This is an optimization exercise on Yosys and OpenROAD, whose aim is small area, a short achievable clock period and few clock cycles per item, not a production implementation. Only simulation tests tie the RTL to the original design; equivalence was not proved. Power and IR drop assume default switching activity.

--- design.v ---
module cffu_chk (
    input  wire        clk,
    input  wire        rst,           
    input  wire        cmd_valid,
    output wire        cmd_ready,
    input  wire        cmd_crc32,     
    input  wire [19:0] cmd_len,       
    input  wire [31:0] cmd_expect,    
    input  wire        in_valid,
    output wire        in_ready,
    input  wire [31:0] in_data,
    output reg         done,
    output reg  [31:0] result,
    output reg         match
);
    localparam [1:0] S_IDLE = 2'd0, S_RUN = 2'd1, S_FIN = 2'd2;
    localparam [31:0] CRC_POLY = 32'hEDB88320;
    localparam [16:0] ADLER_MOD = 17'd65521;
    reg  [1:0]  state;
    reg         alg_crc;
    reg  [31:0] expect_q;
    reg  [19:0] bytes_left;    
    reg  [17:0] words_left;    
    reg  [31:0] word_q;        
    reg         have_word;
    reg  [1:0]  byte_idx;
    reg  [31:0] crc;
    reg  [15:0] adler_a;
    reg  [15:0] adler_b;
    wire [7:0] cur_byte = word_q[8*byte_idx +: 8];
    function [31:0] crc32_byte(input [31:0] r_in, input [7:0] d);
        integer i;
        reg [31:0] r;
        begin
            r = r_in ^ {24'd0, d};
            for (i = 0; i < 8; i = i + 1)
                r = r[0] ? ((r >> 1) ^ CRC_POLY) : (r >> 1);
            crc32_byte = r;
        end
    endfunction
    wire [16:0] a_sum  = {1'b0, adler_a} + {9'd0, cur_byte};
    wire [15:0] a_next = (a_sum >= ADLER_MOD) ? a_sum - ADLER_MOD : a_sum[15:0];
    wire [16:0] b_sum  = {1'b0, adler_b} + {1'b0, a_next};
    wire [15:0] b_next = (b_sum >= ADLER_MOD) ? b_sum - ADLER_MOD : b_sum[15:0];
    wire [31:0] crc_next = crc32_byte(crc, cur_byte);
    wire consume   = (state == S_RUN) && have_word;
    wire last_byte = (bytes_left == 20'd1);
    wire word_end  = (byte_idx == 2'd3) || last_byte;
    assign cmd_ready = (state == S_IDLE);
    assign in_ready  = (state == S_RUN) && (words_left != 18'd0) &&
                       (!have_word || (byte_idx == 2'd3));
    wire accept = in_valid && in_ready;
    wire [31:0] final_sum = alg_crc ? ~crc : {adler_b, adler_a};
    always @(posedge clk) begin
        if (rst) begin
            state      <= S_IDLE;
            have_word  <= 1'b0;
            done       <= 1'b0;
            result     <= 32'd0;
            match      <= 1'b0;
            alg_crc    <= 1'b0;
            expect_q   <= 32'd0;
            bytes_left <= 20'd0;
            words_left <= 18'd0;
            word_q     <= 32'd0;
            byte_idx   <= 2'd0;
            crc        <= 32'hFFFFFFFF;
            adler_a    <= 16'd1;
            adler_b    <= 16'd0;
        end else begin
            done <= 1'b0;
            case (state)
                S_IDLE: begin
                    if (cmd_valid) begin
                        alg_crc    <= cmd_crc32;
                        expect_q   <= cmd_expect;
                        bytes_left <= cmd_len;
                        words_left <= cmd_len[19:2] + {17'd0, |cmd_len[1:0]};
                        have_word  <= 1'b0;
                        byte_idx   <= 2'd0;
                        crc        <= 32'hFFFFFFFF;
                        adler_a    <= 16'd1;
                        adler_b    <= 16'd0;
                        state      <= (cmd_len == 20'd0) ? S_FIN : S_RUN;
                    end
                end
                S_RUN: begin
                    if (consume) begin
                        if (alg_crc)
                            crc <= crc_next;
                        else begin
                            adler_a <= a_next;
                            adler_b <= b_next;
                        end
                        bytes_left <= bytes_left - 20'd1;
                        byte_idx   <= byte_idx + 2'd1;
                        if (word_end && !accept)
                            have_word <= 1'b0;
                        if (last_byte)
                            state <= S_FIN;
                    end
                    if (accept) begin
                        word_q     <= in_data;
                        have_word  <= 1'b1;
                        byte_idx   <= 2'd0;
                        words_left <= words_left - 18'd1;
                    end
                end
                S_FIN: begin
                    done   <= 1'b1;
                    result <= final_sum;
                    match  <= (final_sum == expect_q);
                    state  <= S_IDLE;
                end
                default: state <= S_IDLE;
            endcase
        end
    end
endmodule
--- run.sh ---
#!/bin/bash
# synth_recipe.tcl (not shown) runs the flow's synth.tcl, then flattens the netlist and writes it again
# the make line also repeats each setting of config.mk as NAME=value (left out here)
make -C /OpenROAD-flow-scripts/flow DESIGN_CONFIG=/design/flow/config.mk WORK_HOME=/design/flow/orfs CLKGATE_MAP_FILE= SYNTH_SCRIPT=/design/flow/synth_recipe.tcl finish
--- config.mk ---
export PLATFORM = sky130hd
export DESIGN_NAME = cffu_chk
export DESIGN_NICKNAME = cffu_chk
export VERILOG_FILES = /design/flow/design.v
export SDC_FILE = /design/flow/constraint.sdc
export NUM_CORES = 4
export LEC_CHECK = 0
export CAP_MARGIN = 20
export CORE_MARGIN = 2
export CORE_UTILIZATION = 40
export SLEW_MARGIN = 20
--- constraint.sdc ---
create_clock -name core_clock -period 8.0 [get_ports {clk}]
set_input_delay 1.6000 -clock core_clock [delete_from_list [all_inputs] [get_ports {clk}]]
set_output_delay 1.6000 -clock core_clock [all_outputs]
set_load 0.01 [all_outputs]
==> impl_metrics.env <==
export IMPL_viasPerCell=5.55
export IMPL_fin_util_pct=48.1
export IMPL_initial_utilization_pct=40.3
export IMPL_path_class="reg2reg"
export IMPL_maxSlewHeadroom_pct=26.0
export IMPL_synth_fa_ha_area_share_pct=4.01
export IMPL_synth_nets=1680
export IMPL_port_buffers=124
export IMPL_clock_sinks=206
export IMPL_cts_tree="built"
export IMPL_cap_violations=0
export IMPL_cp_end_kind="flop"
export IMPL_ys_seq_elements=206
export IMPL_synth_area_mux_share_pct=3.93
export IMPL_use_met2_pct=39.0
export IMPL_yosys_top_cells_count="243 x nand2_1, 206 x dfxtp_1, 167 x a21oi_1"
export IMPL_pwr_density_cell_mw_per_mm2=195
export IMPL_synth_area_top_cells="dfxtp_1 34%, xnor2_1 7.7%, nand2_1 7.5%, a21oi_1 6.8%, nor2_1 3.9%"
export IMPL_die_w_um=179
export IMPL_path_depth=24
export IMPL_synth_top_cell_area_share_pct=33.7
export IMPL_drc=0
export IMPL_synth_simple_area_share_pct=22.6
export IMPL_cts_buffers=24
export IMPL_num_vias=11358
export IMPL_min_period_ns=7.43
export IMPL_dieHeight_um=179
export IMPL_clk_path_buf_depth=3
export IMPL_fin_skew_ns=0.0123
export IMPL_placed_area_mm2=0.0138
export IMPL_final_setup_tns_ns=0
export IMPL_path_cells="mux4_2 -> ha_1 -> fa_1 -> a21o_1 -> a21oi_2 -> o211ai_1 -> nand2_1 -> or3b_1 -> and3_1 -> o32a_1 -> xnor2_1 -> ha_1 -> inv_1 -> fa_1 -> nand3b_1 -> a221oi_1 -> or3_1 -> nand4b_1 -> and4b_1 -> nand4_1 -> o311ai_4 -> o211ai_1 -> xor2_1 -> a22o_1"
export IMPL_final_nets=1760
export IMPL_rsz0062_at_grt="no"
export IMPL_clkTransAtPathRegs_ns=0.06
export IMPL_use_met1_pct=31.1
export IMPL_dr_first_iter_drc_count=717
export IMPL_max_freq_mhz=135
export IMPL_top_usage_layer="met2"
export IMPL_stdcell_area_mm2=0.0146
export IMPL_yosys_area_share_xor_xnor_pct=11.1
export IMPL_critPathArrivalTime_ns=7.84
export IMPL_yosysUniqueCellTypes=82
export IMPL_cpPeakStageDelay_ns=0.61
export IMPL_endpoint="adler_b[11]$_SDFFE_PP0P_"
export IMPL_reg2reg_to="adler_b[11]$_SDFFE_PP0P_"
export IMPL_synth_flop_cell="dfxtp_1"
export IMPL_cts_root_buffer="clkbuf_16"
export IMPL_hpwlAfterDp_um=27300
export IMPL_grt_pass1_wl_um=58600
export IMPL_tightest_slew_ns=1.11
export IMPL_status="no timing/DRC/antenna violations"
export IMPL_cp_max_fo=9
export IMPL_syn_inst=1553
export IMPL_final_antenna_net_count=0
export IMPL_rrSetupSlack_ns=0.57
export IMPL_track_usage_pct=23.0
export IMPL_yosysMostFrequentCell="nand2_1"
export IMPL_finalPower_w=0.00285
export IMPL_critPathBufInv=1
export IMPL_hold_viol_final=0
export IMPL_synth_compound_area_share_pct=20.7
export IMPL_synth_warnings=1
export IMPL_antenna_found_initial=0
export IMPL_met3_usage_pct=2.35
export IMPL_first_global_vias=10864
export IMPL_place_gp_congestion=0.898
export IMPL_wl_um=37200
export IMPL_maxSlewViolCount=0
export IMPL_reg2reg_depth=24
export IMPL_row_count=64
export IMPL_wl_per_cell_um=18.2
export IMPL_p_leak_nw=5.27
export IMPL_area_delta_synth_final_pct=19.4
export IMPL_syn_area_mm2=0.0122
export IMPL_worstSkewPairLatency_ns=0.52
export IMPL_crit_required_ns=8.41
export IMPL_drt_first_pass_iters=5
export IMPL_drive_above_1_share_pct=5.88
export IMPL_post_place_cells=2003
export IMPL_crit_path_start="byte_idx[0]$_SDFFE_PP0P_"
export IMPL_final_instance_count_excl_fill=2045
export IMPL_fp_coreArea_mm2=0.0303
export IMPL_finalSetupViolCount=0
export IMPL_globalRouteOverflowTotal=0
export IMPL_vdd_drop_max_mv=0.162
export IMPL_slowest_stage="mux4_2"
export IMPL_synthArstFlopShare_pct=0
export IMPL_die_area_mm2=0.0320
export IMPL_ios=125
export IMPL_synth_top_family_by_area="simple AND/OR/NAND/NOR gates"
export IMPL_hp_class="reg2reg"
export IMPL_avgSynthCellArea_um2=7.88
export IMPL_period_share_pct=92.9
export IMPL_worstReg2RegStart="byte_idx[0]$_SDFFE_PP0P_"
export IMPL_yosysSeqAreaShare_pct=33.7
export IMPL_num_antenna_cells=0
export IMPL_synth_edf_count=0
export IMPL_start_kind="flop"
export IMPL_crit_family="compound AO/OA/AOI/OAI gates"
export IMPL_grt_max_degree=93
export IMPL_synth_top_area_cell="dfxtp_1"
export IMPL_htree_levels=1
## state kept, by name, summed over array words and instances, names as in the netlist, 16 cells and up
| register | flops |
|---|---|
| adler_a | 16 |
| adler_b | 16 |
| bytes_left | 20 |
| crc | 32 |
| expect_q | 32 |
| result | 32 |
| word_q | 32 |
| words_left | 18 |
## worst register-to-register path: cells and delay by family, from the launching register on
kind            cells  cell delay (ns)
compound gates      8             2.49
xor+xnor            2             0.42
fa+ha+maj           4             1.32
buf+inv             1             0.07
flops               1             0.47
mux                 1             0.61
simple gates        8             1.95
## what timing repair did
| item | in CTS | in global routing |
|---|---|---|
| hold buffers | 0 | 0 |
| buffers inserted | 0 | 0 |
| hold endpoints to repair | 0 | 0 |
| endpoints found under the setup margin | 0 | 15 |
| gates resized for setup | 0 | 2 |
## cell usage in the layout, fill, tap and decap left out, types with 4 or more instances in the layout
master / count
clkbuf_1: 4
and2_1: 11
a21oi_1: 167
mux2i_1: 30
a22oi_1: 9
inv_1: 38
buf_4: 16
a22o_1: 12
xor2_1: 43
nand2b_1: 37
or3_1: 17
clkbuf_16: 25
o22ai_1: 40
bufinv_16: 4
or2_2: 6
nand4_1: 17
nand2_1: 242
nand4b_1: 4
xnor2_1: 107
o21ai_0: 65
nand3_1: 40
o211ai_1: 7
a31oi_1: 9
o21ai_1: 4
ha_1: 36
nor3_1: 38
a211oi_1: 26
mux4_2: 8
clkdlybuf4s50_1: 123
nor2_1: 128
nand3b_1: 6
nor2b_1: 6
nor4_1: 12
a21o_1: 10
and3_1: 11
o32ai_1: 5
dfxtp_1: 204
## per-stage QoR
step,setup slack [ns],hold WS (ns)
finish,0.572,0.455
global route,0.0819,0.473
CTS,0.442,0.458
detailed placement,0.483,0.447
global placement,0.656,0.446
floorplan,1.26,0.433
## area by class of cell
class,count,area (um^2)
Inverter,38,143
Tap cell,396,495
Clock inverter,11,169
Clock buffer,31,668
Timing Repair Buffer,139,1350
Multi-Input combinational cell,1224,7660
Sequential cell,206,4130
Fill cell,2987,15700
## how the worst min path moves through the flow
stage,from,to,slack (ns),depth (start not counted)
after floorplan,word_q[16]$_SDFFE_PP0P_,word_q[16]$_SDFFE_PP0P_,0.43,2
after global placement,word_q[8]$_SDFFE_PP0P_,word_q[8]$_SDFFE_PP0P_,0.45,2
after detailed placement,word_q[6]$_SDFFE_PP0P_,word_q[6]$_SDFFE_PP0P_,0.45,2
after CTS,word_q[6]$_SDFFE_PP0P_,word_q[6]$_SDFFE_PP0P_,0.46,2
after global routing,result[7]$_SDFFE_PP0P_,result[7]$_SDFFE_PP0P_,0.47,2
final,word_q[8]$_SDFFE_PP0P_,word_q[8]$_SDFFE_PP0P_,0.45,2
## power breakdown
part / switching (W) / internal (W)
logic: 0.000333 / 0.000228
registers: 0.0000443 / 0.00108
clock network: 0.000451 / 0.000719
total: 0.000828 / 0.00203
## logic make-up (layout without fill, tap and decap cells)
| kind of cell | count (synthesis) | in the layout |
|---|---|---|
| DFF | 206 | 206 |
| muxes | 38 | 38 |
| xor gates and xnor gates | 153 | 153 |
| adders and majority gates | 38 | 38 |
| and+or+nand+nor | 596 | 596 |
| buffers and inverters | 123 | 219 |
| AOI/OAI and AO/OA | 399 | 399 |
## routing by layer
layer,vias up,wire length [um]
met1,5407,17000
met3,57,1610
met4,0,1020
met2,269,17500
li1,5625,-
met5,-,0
Testbench counts, summed over its fixed seeds: cycles 184,369, bytes 184,073.

## port drivers added, routing unchanged
The flow's constraints put no driver on any port. The routed layout listed below was extracted and timed again, unchanged, in two steps. Step 1 assumes that a clkbuf_16 drives the clock port and a buf_2 every other input. Step 2 also shifts input and output timing later by t, the mid clock arrival at the registers, as if the neighbouring blocks saw the same clock. Slacks: no drivers / after step 1 / after step 2; pairs: no drivers / after step 1.
t, ns: 0.566
slack for setup (ns): 0.572 / 0.572 / 0.572
worst setup path at the end: register to register
slew at the worst register clock pin (ns): 0.06 / 0.06
cell pins on the clock port's net: 1
After both steps setup and hold are still met in this run. For this run, drivers alone change the setup slack by 0.000 ns; drivers and shift together by 0.000 ns.
